Context: an optimization exercise on an open-source flow, tuned for small area, a short achievable clock period and few clock cycles. The choices shown serve that exercise and are no tape-out recipe.
Function was checked by simulation only, so behaviour that the tests miss may differ from the original.
Power figures rest on the tool's default switching activity, not on a simulated workload.

== lane 1 ==
==> flow/design.v (excerpt) <==
module cu_compensate (
    input  wire               clk,
    input  wire               rst,
    input  wire               start,
    input  wire        [15:0] cal_t1,      
    input  wire signed [15:0] cal_t2,
    input  wire signed [15:0] cal_t3,
    input  wire        [15:0] cal_p1,      
    input  wire signed [15:0] cal_p2,
    input  wire signed [15:0] cal_p3,
    input  wire signed [15:0] cal_p4,
    input  wire signed [15:0] cal_p5,
    input  wire signed [15:0] cal_p6,
    input  wire signed [15:0] cal_p7,
    input  wire signed [15:0] cal_p8,
    input  wire signed [15:0] cal_p9,
    input  wire        [19:0] adc_t,
    input  wire        [19:0] adc_p,
    output reg                done,
    output wire               err,         
    output wire        [31:0] temp,        
    output wire        [31:0] press_q8,    
    output wire        [24:0] press_pa     
);
  ...
Settings: LEC_CHECK=0, CAP_MARGIN=20, CORE_MARGIN=2, CORE_UTILIZATION=40, SLEW_MARGIN=20; clock period 25.0 ns.
standard.sh (not shown) runs the stock make flow with config.mk's settings and CLKGATE_MAP_FILE= SYNTH_SCRIPT=/design/flow/synth_recipe.tcl, a recipe that flattens the netlist after the stock synthesis.
==> flow/flow/run.sh <==
#!/bin/bash
# Layout flow: the standard flow (standard.sh, standard synthesis unchanged) with two
# changes to how the layout is made: the port buffers are buf_1 cells instead of delay
# buffers, and the timing repair steps aim for 18.5 ns of setup slack at the design's period.
# make's full output goes to flow.log; each ORFS step keeps its own log under orfs/logs.
set -uo pipefail
bash standard.sh BUFFER_PORTS_ARGS="-buffer_cell sky130_fd_sc_hd__buf_1" \
  SETUP_SLACK_MARGIN=18.5 finish > flow.log 2>&1
Testbench counts of lane 1, summed over its fixed seeds: cycles 17,280.
Setup changes, lane 1 to lane 2
==> flow/flow/run.sh <==
#!/bin/bash
# Layout flow: the standard flow (standard.sh, standard synthesis unchanged) with two
# changes to how the layout is made: the port buffers are buf_1 cells instead of delay
# buffers, and the timing repair steps aim for 18.25 ns of setup slack at the design's period.
# make's full output goes to flow.log; each ORFS step keeps its own log under orfs/logs.
set -uo pipefail
bash standard.sh BUFFER_PORTS_ARGS="-buffer_cell sky130_fd_sc_hd__buf_1" \
  SETUP_SLACK_MARGIN=18.25 finish > flow.log 2>&1
Results
- Per the comparison of lane 2 with lane 1, net count reported at finish saw a decrease; count of unique library cells instantiated by Yosys did not really move; part of the cycle the worst path needs up 1.0 points; cell area dropped 1.4%.
- Static leakage: lane 2 < lane 1
- Against lane 1 as the reference, lane 2 delivers a higher minimum clock period after layout.
- [compare] base=lane 1 new=lane 2: via count lost 786, clock share of power picked up an extra 0.8 points, upper clock frequency limit lost 5.8 MHz.
- Lane 2 vs lane 1, post-cts resize count went down by 36.
- In the reports for lane 1 and lane 2, the smaller number of clock-tree buffers in the layout belongs to lane 1.

---

cu_compensate, a different RTL version from the one above (not shown whole).
Size: about 5700 cells after synthesis, about 450 flip-flops, ~330 I/O pins, ~49000 um^2 of cells after synthesis.
==> flow/design.v (excerpt) <==
module cu_compensate (
    input  wire               clk,
    input  wire               rst,
    input  wire               start,
    input  wire        [15:0] cal_t1,      
    input  wire signed [15:0] cal_t2,
    input  wire signed [15:0] cal_t3,
    input  wire        [15:0] cal_p1,      
    input  wire signed [15:0] cal_p2,
    input  wire signed [15:0] cal_p3,
    input  wire signed [15:0] cal_p4,
    input  wire signed [15:0] cal_p5,
    input  wire signed [15:0] cal_p6,
    input  wire signed [15:0] cal_p7,
    input  wire signed [15:0] cal_p8,
    input  wire signed [15:0] cal_p9,
    input  wire        [19:0] adc_t,
    input  wire        [19:0] adc_p,
    output reg                done,
    output wire               err,         
    output wire        [31:0] temp,        
    output wire        [31:0] press_q8,    
    output wire        [24:0] press_pa     
);
    localparam W = 76;
    localparam [5:0] S_IDLE = 6'd0,  S_TA   = 6'd1,  S_TC   = 6'd2,  S_TB   = 6'd3,
                     S_TD   = 6'd4,  S_TDW  = 6'd5,  S_TF   = 6'd6,  S_TE   = 6'd7,
                     S_XS   = 6'd8,  S_XSW  = 6'd9,  S_ZS   = 6'd10, S_Y6   = 6'd11,
                     S_Y6W  = 6'd12, S_NS   = 6'd13, S_NSW  = 6'd14, S_MS   = 6'd15,
                     S_MSW  = 6'd16, S_DIVF = 6'd17, S_DSI  = 6'd18, S_DIVS = 6'd19,
                     S_DSCK = 6'd20, S_PAF  = 6'd21, S_PAFW = 6'd22, S_PAS0 = 6'd23,
                     S_PAS1 = 6'd24, S_PASW = 6'd25, S_PB   = 6'd26, S_PC   = 6'd27,
                     S_PE   = 6'd28, S_PEW  = 6'd29, S_DEGN = 6'd30, S_DNEG = 6'd31,
  ...
export LEC_CHECK = 0
export CAP_MARGIN = 20
export CORE_MARGIN = 2
export CORE_UTILIZATION = 40
export SLEW_MARGIN = 20
create_clock -name core_clock -period 25.0 [get_ports {clk}]
==> flow/flow/run.sh <==
#!/bin/bash
# Layout flow: the standard flow (standard.sh, standard synthesis unchanged) with four
# changes to how the layout is made: the port buffers are buf_1 cells instead of delay
# buffers, the timing repair steps aim for 18.5 ns of setup slack at the design's period,
# clock tree synthesis clusters up to 18 flip-flops per leaf buffer and adds no dummy loads,
# and the repair after global routing estimates wires 20% heavier (flow/grt_rc.tcl).
# make's full output goes to flow.log; each ORFS step keeps its own log under orfs/logs.
set -uo pipefail
bash standard.sh BUFFER_PORTS_ARGS="-buffer_cell sky130_fd_sc_hd__buf_1" \
  SETUP_SLACK_MARGIN=18.5 \
  CTS_ARGS="-sink_clustering_enable -repair_clock_nets -sink_clustering_size 18 -sink_clustering_max_diameter 100 -dont_use_dummy_load" \
  PRE_GLOBAL_ROUTE_TCL="$PWD/flow/grt_rc.tcl" finish > flow.log 2>&1
==> flow/flow/grt_rc.tcl <==
set_layer_rc -layer li1  -capacitance [expr 1.2 * 1.499e-04]   -resistance [expr 1.2 * 7.176e-02]
set_layer_rc -layer met1 -capacitance [expr 1.2 * 1.72375E-04] -resistance [expr 1.2 * 8.929e-04]
set_layer_rc -layer met2 -capacitance [expr 1.2 * 1.36233E-04] -resistance [expr 1.2 * 8.929e-04]
set_layer_rc -layer met3 -capacitance [expr 1.2 * 2.14962E-04] -resistance [expr 1.2 * 1.567e-04]
set_layer_rc -layer met4 -capacitance [expr 1.2 * 1.48128E-04] -resistance [expr 1.2 * 1.567e-04]
set_layer_rc -layer met5 -capacitance [expr 1.2 * 1.54087E-04] -resistance [expr 1.2 * 1.781e-05]
set_wire_rc -signal -layer met1
set_wire_rc -clock -layer met3
The starting point went through all stages and came out clean.
Testbench counts at the start, summed over its fixed seeds: cycles 15,744.
Rerun with:
==> flow/flow/run.sh (replaced) <==
#!/bin/bash
# Layout flow: the standard flow (standard.sh, standard synthesis unchanged) with five
# changes to how the layout is made: the core is sized for 50% utilization, the port buffers are buf_1 cells instead of delay
# buffers, the timing repair steps aim for 18.5 ns of setup slack at the design's period,
# clock tree synthesis clusters up to 18 flip-flops per leaf buffer and adds no dummy loads,
# and the repair after global routing estimates wires 20% heavier (flow/grt_rc.tcl).
# make's full output goes to flow.log; each ORFS step keeps its own log under orfs/logs.
set -uo pipefail
bash standard.sh BUFFER_PORTS_ARGS="-buffer_cell sky130_fd_sc_hd__buf_1" \
  SETUP_SLACK_MARGIN=18.5 CORE_UTILIZATION=50 \
  CTS_ARGS="-sink_clustering_enable -repair_clock_nets -sink_clustering_size 18 -sink_clustering_max_diameter 100 -dont_use_dummy_load" \
  PRE_GLOBAL_ROUTE_TCL="$PWD/flow/grt_rc.tcl" finish > flow.log 2>&1
Result: The changed run passed the timing, design-rule and antenna checks. Clock power decreases by about 3%. Fmax drops by 0.51%. Global-route usage is higher by 9.7 points. Die area drops by 20%. Final area shrinks by 0.63%. Clock skew hardly moves.
Rerun with:
==> flow/flow/run.sh (replaced) <==
#!/bin/bash
# Layout flow: the standard flow (standard.sh, standard synthesis unchanged) with four
# changes to how the layout is made: the port buffers are buf_1 cells instead of delay
# buffers, the timing repair steps aim for 18.5 ns of setup slack at the design's period,
# clock tree synthesis clusters up to 18 flip-flops per leaf buffer and adds no dummy loads,
# and the repair after global routing estimates wires 30% heavier (flow/grt_rc.tcl).
# make's full output goes to flow.log; each ORFS step keeps its own log under orfs/logs.
set -uo pipefail
bash standard.sh BUFFER_PORTS_ARGS="-buffer_cell sky130_fd_sc_hd__buf_1" \
  SETUP_SLACK_MARGIN=18.5 \
  CTS_ARGS="-sink_clustering_enable -repair_clock_nets -sink_clustering_size 18 -sink_clustering_max_diameter 100 -dont_use_dummy_load" \
  PRE_GLOBAL_ROUTE_TCL="$PWD/flow/grt_rc.tcl" finish > flow.log 2>&1
==> flow/flow/grt_rc.tcl (replaced) <==
set_layer_rc -layer li1  -capacitance [expr 1.3 * 1.499e-04]   -resistance [expr 1.3 * 7.176e-02]
set_layer_rc -layer met1 -capacitance [expr 1.3 * 1.72375E-04] -resistance [expr 1.3 * 8.929e-04]
set_layer_rc -layer met2 -capacitance [expr 1.3 * 1.36233E-04] -resistance [expr 1.3 * 8.929e-04]
set_layer_rc -layer met3 -capacitance [expr 1.3 * 2.14962E-04] -resistance [expr 1.3 * 1.567e-04]
set_layer_rc -layer met4 -capacitance [expr 1.3 * 1.48128E-04] -resistance [expr 1.3 * 1.567e-04]
set_layer_rc -layer met5 -capacitance [expr 1.3 * 1.54087E-04] -resistance [expr 1.3 * 1.781e-05]
set_wire_rc -signal -layer met1
set_wire_rc -clock -layer met3
Routed wire length rises by about 0.5%.
Final cell count is higher by about 5%.
Critical path depth is lower by 2.
Cell area went up by 2.0%.
Combinational power goes down by about 6%.
Clock-buffer cell count rises by 1.
Via count drops by about 0.75%.

---

Setup of run A:
cu_compensate, a different RTL version from the one above (not shown whole).
Size in the first run: ~6,200 cells after synthesis, roughly 330 I/O pins, about 52,000 um^2 of cells after synthesis.
clock: 25.0 ns
lec_check: 0
cap_margin: 20
core_margin: 2
core_utilization: 40
slew_margin: 20
==> flow/flow/run.sh <==
#!/bin/bash
# Layout flow: the standard flow (standard.sh, standard synthesis unchanged) with two
# changes to how the layout is made: the port buffers are buf_1 cells instead of delay
# buffers, and the timing repair steps aim for 18.5 ns of setup slack at the design's period; global placement packs cells to a density of 0.75.
# make's full output goes to flow.log; each ORFS step keeps its own log under orfs/logs.
set -uo pipefail
bash standard.sh BUFFER_PORTS_ARGS="-buffer_cell sky130_fd_sc_hd__buf_1" \
  SETUP_SLACK_MARGIN=18.5 PLACE_DENSITY=0.75 finish > flow.log 2>&1
Testbench counts of run A, summed over its fixed seeds: cycles 16,128.
Input changes introduced in run B (baseline for comparison: run A):
==> flow/flow/run.sh <==
#!/bin/bash
# Layout flow: the standard flow (standard.sh, standard synthesis unchanged) with three
# changes to how the layout is made: the port buffers are buf_1 cells instead of delay
# buffers, the timing repair steps aim for 18.5 ns of setup slack at the design's period,
# and clock tree synthesis clusters up to 18 flip-flops per leaf buffer.
# make's full output goes to flow.log; each ORFS step keeps its own log under orfs/logs.
set -uo pipefail
bash standard.sh BUFFER_PORTS_ARGS="-buffer_cell sky130_fd_sc_hd__buf_1" \
  SETUP_SLACK_MARGIN=18.5 CTS_CLUSTER_SIZE=18 CTS_CLUSTER_DIAMETER=100 finish > flow.log 2>&1
Findings:
- Clock share of power, run A and run B, lower one = run B.
- Going from run A to run B, register area held; routability congestion estimate from global placement held steady.
- On maximum frequency, run B does worse than run A.
- Between run B and run A, it is run B whose antenna diode count is lower, by 6.
- Taking run B as 1.0, run A lands at 1.12 on amount of wire on met3 after detailed routing.
- Per the comparison of run B with run A, number of synthesized flops with an enable pin flat; wire length of the first global-routing pass went down by about 0.8%.
- When the final numbers for run A and run B were put side by side, the actual transition at the worst max-transition pin turned out to be smaller in run B.
- Met3 layer usage reported by global route (run B over run A): decrease, 1.4 points
Input-level comparison between run C and run B:
==> flow/flow/run.sh <==
#!/bin/bash
# Layout flow: the standard flow (standard.sh, standard synthesis unchanged) with two
# changes to how the layout is made: the port buffers are buf_1 cells instead of delay
# buffers, and the timing repair steps aim for 18.5 ns of setup slack at the design's period.
# make's full output goes to flow.log; each ORFS step keeps its own log under orfs/logs.
set -uo pipefail
bash standard.sh BUFFER_PORTS_ARGS="-buffer_cell sky130_fd_sc_hd__buf_1" \
  SETUP_SLACK_MARGIN=18.5 RECOVER_POWER=30 finish > flow.log 2>&1
==> run notes <==
| run C | all stages done | FAIL | max-capacitance violations, max-slew violations |
Of the two values seen for worst setup path startpoint, asel2[1]$_SDFF_PP0_ was produced by run B and jv[2]$_SDFF_PP0_ by run C.
Of run B and run C, run B shows the lower number of vias after detailed routing, with run C above it.
Summary of run C over run B: non-clock buffer count increased about 2%, worst supply voltage drop on vdd rose about 2.4%.
Here is what was changed in the inputs of run D compared with run C.
==> flow/flow/run.sh <==
#!/bin/bash
# Layout flow: the standard flow (standard.sh, standard synthesis unchanged) with four
# changes to how the layout is made: the port buffers are buf_1 cells instead of delay
# buffers, the timing repair steps aim for 18.5 ns of setup slack at the design's period,
# clock tree synthesis clusters up to 18 flip-flops per leaf buffer, and the repair after
# global routing estimates wires 20% heavier (flow/grt_rc.tcl).
# make's full output goes to flow.log; each ORFS step keeps its own log under orfs/logs.
set -uo pipefail
bash standard.sh BUFFER_PORTS_ARGS="-buffer_cell sky130_fd_sc_hd__buf_1" \
  SETUP_SLACK_MARGIN=18.5 CTS_CLUSTER_SIZE=18 CTS_CLUSTER_DIAMETER=100 \
  PRE_GLOBAL_ROUTE_TCL="$PWD/flow/grt_rc.tcl" finish > flow.log 2>&1
==> flow/flow/grt_rc.tcl (new file) <==
set_layer_rc -layer li1  -capacitance [expr 1.2 * 1.499e-04]   -resistance [expr 1.2 * 7.176e-02]
set_layer_rc -layer met1 -capacitance [expr 1.2 * 1.72375E-04] -resistance [expr 1.2 * 8.929e-04]
set_layer_rc -layer met2 -capacitance [expr 1.2 * 1.36233E-04] -resistance [expr 1.2 * 8.929e-04]
set_layer_rc -layer met3 -capacitance [expr 1.2 * 2.14962E-04] -resistance [expr 1.2 * 1.567e-04]
set_layer_rc -layer met4 -capacitance [expr 1.2 * 1.48128E-04] -resistance [expr 1.2 * 1.567e-04]
set_layer_rc -layer met5 -capacitance [expr 1.2 * 1.54087E-04] -resistance [expr 1.2 * 1.781e-05]
set_wire_rc -signal -layer met1
set_wire_rc -clock -layer met3
### Flow results
- The flow did not stop early for run D: all stages ran, and the layout cleared the timing, design-rule and antenna checks.
- Side by side, count of plain and timing-repair buffers in the layout turned out higher in run D than in run C.
- Against run C, run D comes in 3.3 points lower on portion of total power attributed to the clock network.
- Switching power share of the total on run D is up relative to run C.
- Run C → run D: count of cells resized by post-cts repair went up 1; reported sequential group power has remained practically unchanged.
- Run comparison: run C classification of the worst setup path flop to flop; run D classification of the worst setup path flop to output port
- Run D: setup slack of the critical path after layout higher than run C
- Run D vs run C, worst setup path startpoint: V[30]$_DFFE_PP_ vs jv[2]$_SDFF_PP0_
- From run C to run D the numbers moved as follows: register-to-register slack increased 3740 ps, sequential group share of total power went up 0.2 points, final max-slew violation count decreased by 323 relative to the old numbers.
- When the final numbers for run C and run D were put side by side, the minimum clock period after layout turned out to be greater in run C.

---

Another version of the RTL of cu_compensate (not shown whole).
Size in the first run: about 6000 cells after synthesis, roughly 450 flip-flops.
==> flow/config.mk <==
export PLATFORM = sky130hd
export DESIGN_NAME = cu_compensate
export DESIGN_NICKNAME = cu_compensate
export VERILOG_FILES = /design/flow/design.v
export SDC_FILE = /design/flow/constraint.sdc
export NUM_CORES = 8
export LEC_CHECK = 0
export CAP_MARGIN = 20
export CORE_MARGIN = 2
export CORE_UTILIZATION = 40
export SLEW_MARGIN = 20
==> flow/constraint.sdc <==
create_clock -name core_clock -period 25.0 [get_ports {clk}]
set_input_delay 5.0000 -clock core_clock [delete_from_list [all_inputs] [get_ports {clk}]]
set_output_delay 5.0000 -clock core_clock [all_outputs]
set_load 0.01 [all_outputs]
==> flow/flow/run.sh <==
#!/bin/bash
# Layout flow: the standard flow (standard.sh, standard synthesis unchanged) with four
# changes to how the layout is made: the port buffers are buf_1 cells instead of delay
# buffers, the timing repair steps aim for 18.5 ns of setup slack at the design's period,
# clock tree synthesis clusters up to 18 flip-flops per leaf buffer, and the repair after
# global routing estimates wires 20% heavier (flow/grt_rc.tcl).
# make's full output goes to flow.log; each ORFS step keeps its own log under orfs/logs.
set -uo pipefail
bash standard.sh BUFFER_PORTS_ARGS="-buffer_cell sky130_fd_sc_hd__buf_1" \
  SETUP_SLACK_MARGIN=18.5 CTS_CLUSTER_SIZE=18 CTS_CLUSTER_DIAMETER=100 \
  PRE_GLOBAL_ROUTE_TCL="$PWD/flow/grt_rc.tcl" finish > flow.log 2>&1
==> flow/flow/grt_rc.tcl <==
set_layer_rc -layer li1  -capacitance [expr 1.2 * 1.499e-04]   -resistance [expr 1.2 * 7.176e-02]
set_layer_rc -layer met1 -capacitance [expr 1.2 * 1.72375E-04] -resistance [expr 1.2 * 8.929e-04]
set_layer_rc -layer met2 -capacitance [expr 1.2 * 1.36233E-04] -resistance [expr 1.2 * 8.929e-04]
set_layer_rc -layer met3 -capacitance [expr 1.2 * 2.14962E-04] -resistance [expr 1.2 * 1.567e-04]
set_layer_rc -layer met4 -capacitance [expr 1.2 * 1.48128E-04] -resistance [expr 1.2 * 1.567e-04]
set_layer_rc -layer met5 -capacitance [expr 1.2 * 1.54087E-04] -resistance [expr 1.2 * 1.781e-05]
set_wire_rc -signal -layer met1
set_wire_rc -clock -layer met3
The starting point went through all stages and came out clean.
Testbench counts at the start, summed over its fixed seeds: cycles 15,744.
Rerun with:
==> flow/flow/run.sh (replaced) <==
#!/bin/bash
# Layout flow: the standard flow (standard.sh, standard synthesis unchanged) with four
# changes to how the layout is made: the port buffers are buf_1 cells instead of delay
# buffers, the timing repair steps aim for 18.7 ns of setup slack at the design's period,
# clock tree synthesis clusters up to 18 flip-flops per leaf buffer and adds no dummy loads,
# and the repair after global routing estimates wires 20% heavier (flow/grt_rc.tcl).
# make's full output goes to flow.log; each ORFS step keeps its own log under orfs/logs.
set -uo pipefail
bash standard.sh BUFFER_PORTS_ARGS="-buffer_cell sky130_fd_sc_hd__buf_1" \
  SETUP_SLACK_MARGIN=18.7 \
  CTS_ARGS="-sink_clustering_enable -repair_clock_nets -sink_clustering_size 18 -sink_clustering_max_diameter 100 -dont_use_dummy_load" \
  PRE_GLOBAL_ROUTE_TCL="$PWD/flow/grt_rc.tcl" finish > flow.log 2>&1
Flip-flop and latch count does not change.
Routed wire length increases slightly.
Core utilization increases by 0.53 points.
Die area stays the same.
Rerun with:
--- a/flow/flow/run.sh
+++ b/flow/flow/run.sh
@@ -3,3 +3,3 @@
 # changes to how the layout is made: the port buffers are buf_1 cells instead of delay
-# buffers, the timing repair steps aim for 18.7 ns of setup slack at the design's period,
+# buffers, the timing repair steps aim for 18.3 ns of setup slack at the design's period,
 # clock tree synthesis clusters up to 18 flip-flops per leaf buffer and adds no dummy loads,
@@ -9,3 +9,3 @@
 bash standard.sh BUFFER_PORTS_ARGS="-buffer_cell sky130_fd_sc_hd__buf_1" \
-  SETUP_SLACK_MARGIN=18.7 \
+  SETUP_SLACK_MARGIN=18.3 \
   CTS_ARGS="-sink_clustering_enable -repair_clock_nets -sink_clustering_size 18 -sink_clustering_max_diameter 100 -dont_use_dummy_load" \
After rerunning:
- synthesized cell count is unchanged
- via count falls by 1.9%
- worst setup slack loses 0.16 ns
- area after synthesis does not change
- combinational power came out lower by about 0.9%
- wire length drops by 2.6%
- design area falls by 3.2%
- cell count drops by 1.5%
- clock skew shrinks by 0.034 ns
- first-iteration DRC count falls by 3.1%
Rerun with:
--- a/flow/flow/run.sh
+++ b/flow/flow/run.sh
@@ -3,3 +3,3 @@
 # changes to how the layout is made: the port buffers are buf_1 cells instead of delay
-# buffers, the timing repair steps aim for 18.3 ns of setup slack at the design's period,
+# buffers, the timing repair steps aim for 18.5 ns of setup slack at the design's period,
 # clock tree synthesis clusters up to 18 flip-flops per leaf buffer and adds no dummy loads,
@@ -9,3 +9,3 @@
 bash standard.sh BUFFER_PORTS_ARGS="-buffer_cell sky130_fd_sc_hd__buf_1" \
-  SETUP_SLACK_MARGIN=18.3 \
+  SETUP_SLACK_MARGIN=18.5 \
   CTS_ARGS="-sink_clustering_enable -repair_clock_nets -sink_clustering_size 18 -sink_clustering_max_diameter 100 -dont_use_dummy_load" \
Outcome:
- The changed run passed the timing, design-rule and antenna checks
- final area climbs by 1.6%
- area after synthesis is unchanged
- core utilization climbs by 0.72 points
- global-route usage climbs by 0.55 points
- first-iteration DRC count drops by 4.5%
- maximum frequency climbs by about 3.5%
- sequential share of layout area drops by 0.35 points
- die area stays the same
- setup slack gets better by 0.22 ns

separate check: timing with driven ports:
No port has a modelled driver above. Below, the same layouts with a new extraction and two added sets of constraints.
Step 1 sets driving cells, clkbuf_16 on the clock port and buf_2 on the other inputs (assumed; they add their load-dependent delay and slew).
Step 2 also shifts input and output timing later by t, the mid clock arrival at the registers, as if the neighbouring blocks saw the same clock.
Three values: ideal ports, drivers, drivers and shift; two values: the first two.
| run | t (ns) | setup WS [ns] | worst setup path at the end | slew at the worst register clock pin (ns) | cell pins on the clock port's net |
|---|---|---|---|---|---|
| lane 1 | 0.756 | 18.468 / 18.403 / 17.837 | input to register | 0.07 / 0.07 | 1 |
| lane 2 | 0.752 | 18.212 / 18.146 / 17.831 | input to register | 0.07 / 0.07 | 1 |
| the first run of note 2 | 0.694 | 18.515 / 18.437 / 18.026 | input to register | 0.11 / 0.11 | 1 |
| the second run of note 2 | 0.655 | 18.482 / 18.398 / 18.060 | input to register | 0.09 / 0.09 | 1 |
| the third run of note 2 | 0.687 | 18.580 / 18.503 / 18.063 | input to register | 0.10 / 0.10 | 1 |
| run A | 0.744 | 18.472 / 18.398 / 17.804 | input to register | 0.07 / 0.07 | 1 |
| run B | 0.706 | 18.186 / 18.186 / 17.844 | input to register | 0.09 / 0.09 | 1 |
| run C | 0.762 | 15.082 / 15.082 / 15.082 | register to register | 0.07 / 0.07 | 1 |
| run D | 0.706 | 18.559 / 18.476 / 17.965 | input to register | 0.10 / 0.10 | 1 |
| the first run of note 4 | 0.707 | 18.543 / 18.490 / 17.894 | input to register | 0.10 / 0.10 | 1 |
| the second run of note 4 | 0.674 | 18.505 / 18.426 / 18.116 | input to register | 0.09 / 0.09 | 1 |
| the third run of note 4 | 0.668 | 18.342 / 18.268 / 17.939 | input to register | 0.10 / 0.10 | 1 |
| the fourth run of note 4 | 0.667 | 18.565 / 18.485 / 18.044 | input to register | 0.10 / 0.10 | 1 |
The setup slack of run A, which loses most, moves by -0.074 ns with the drivers and by -0.668 ns with both steps.
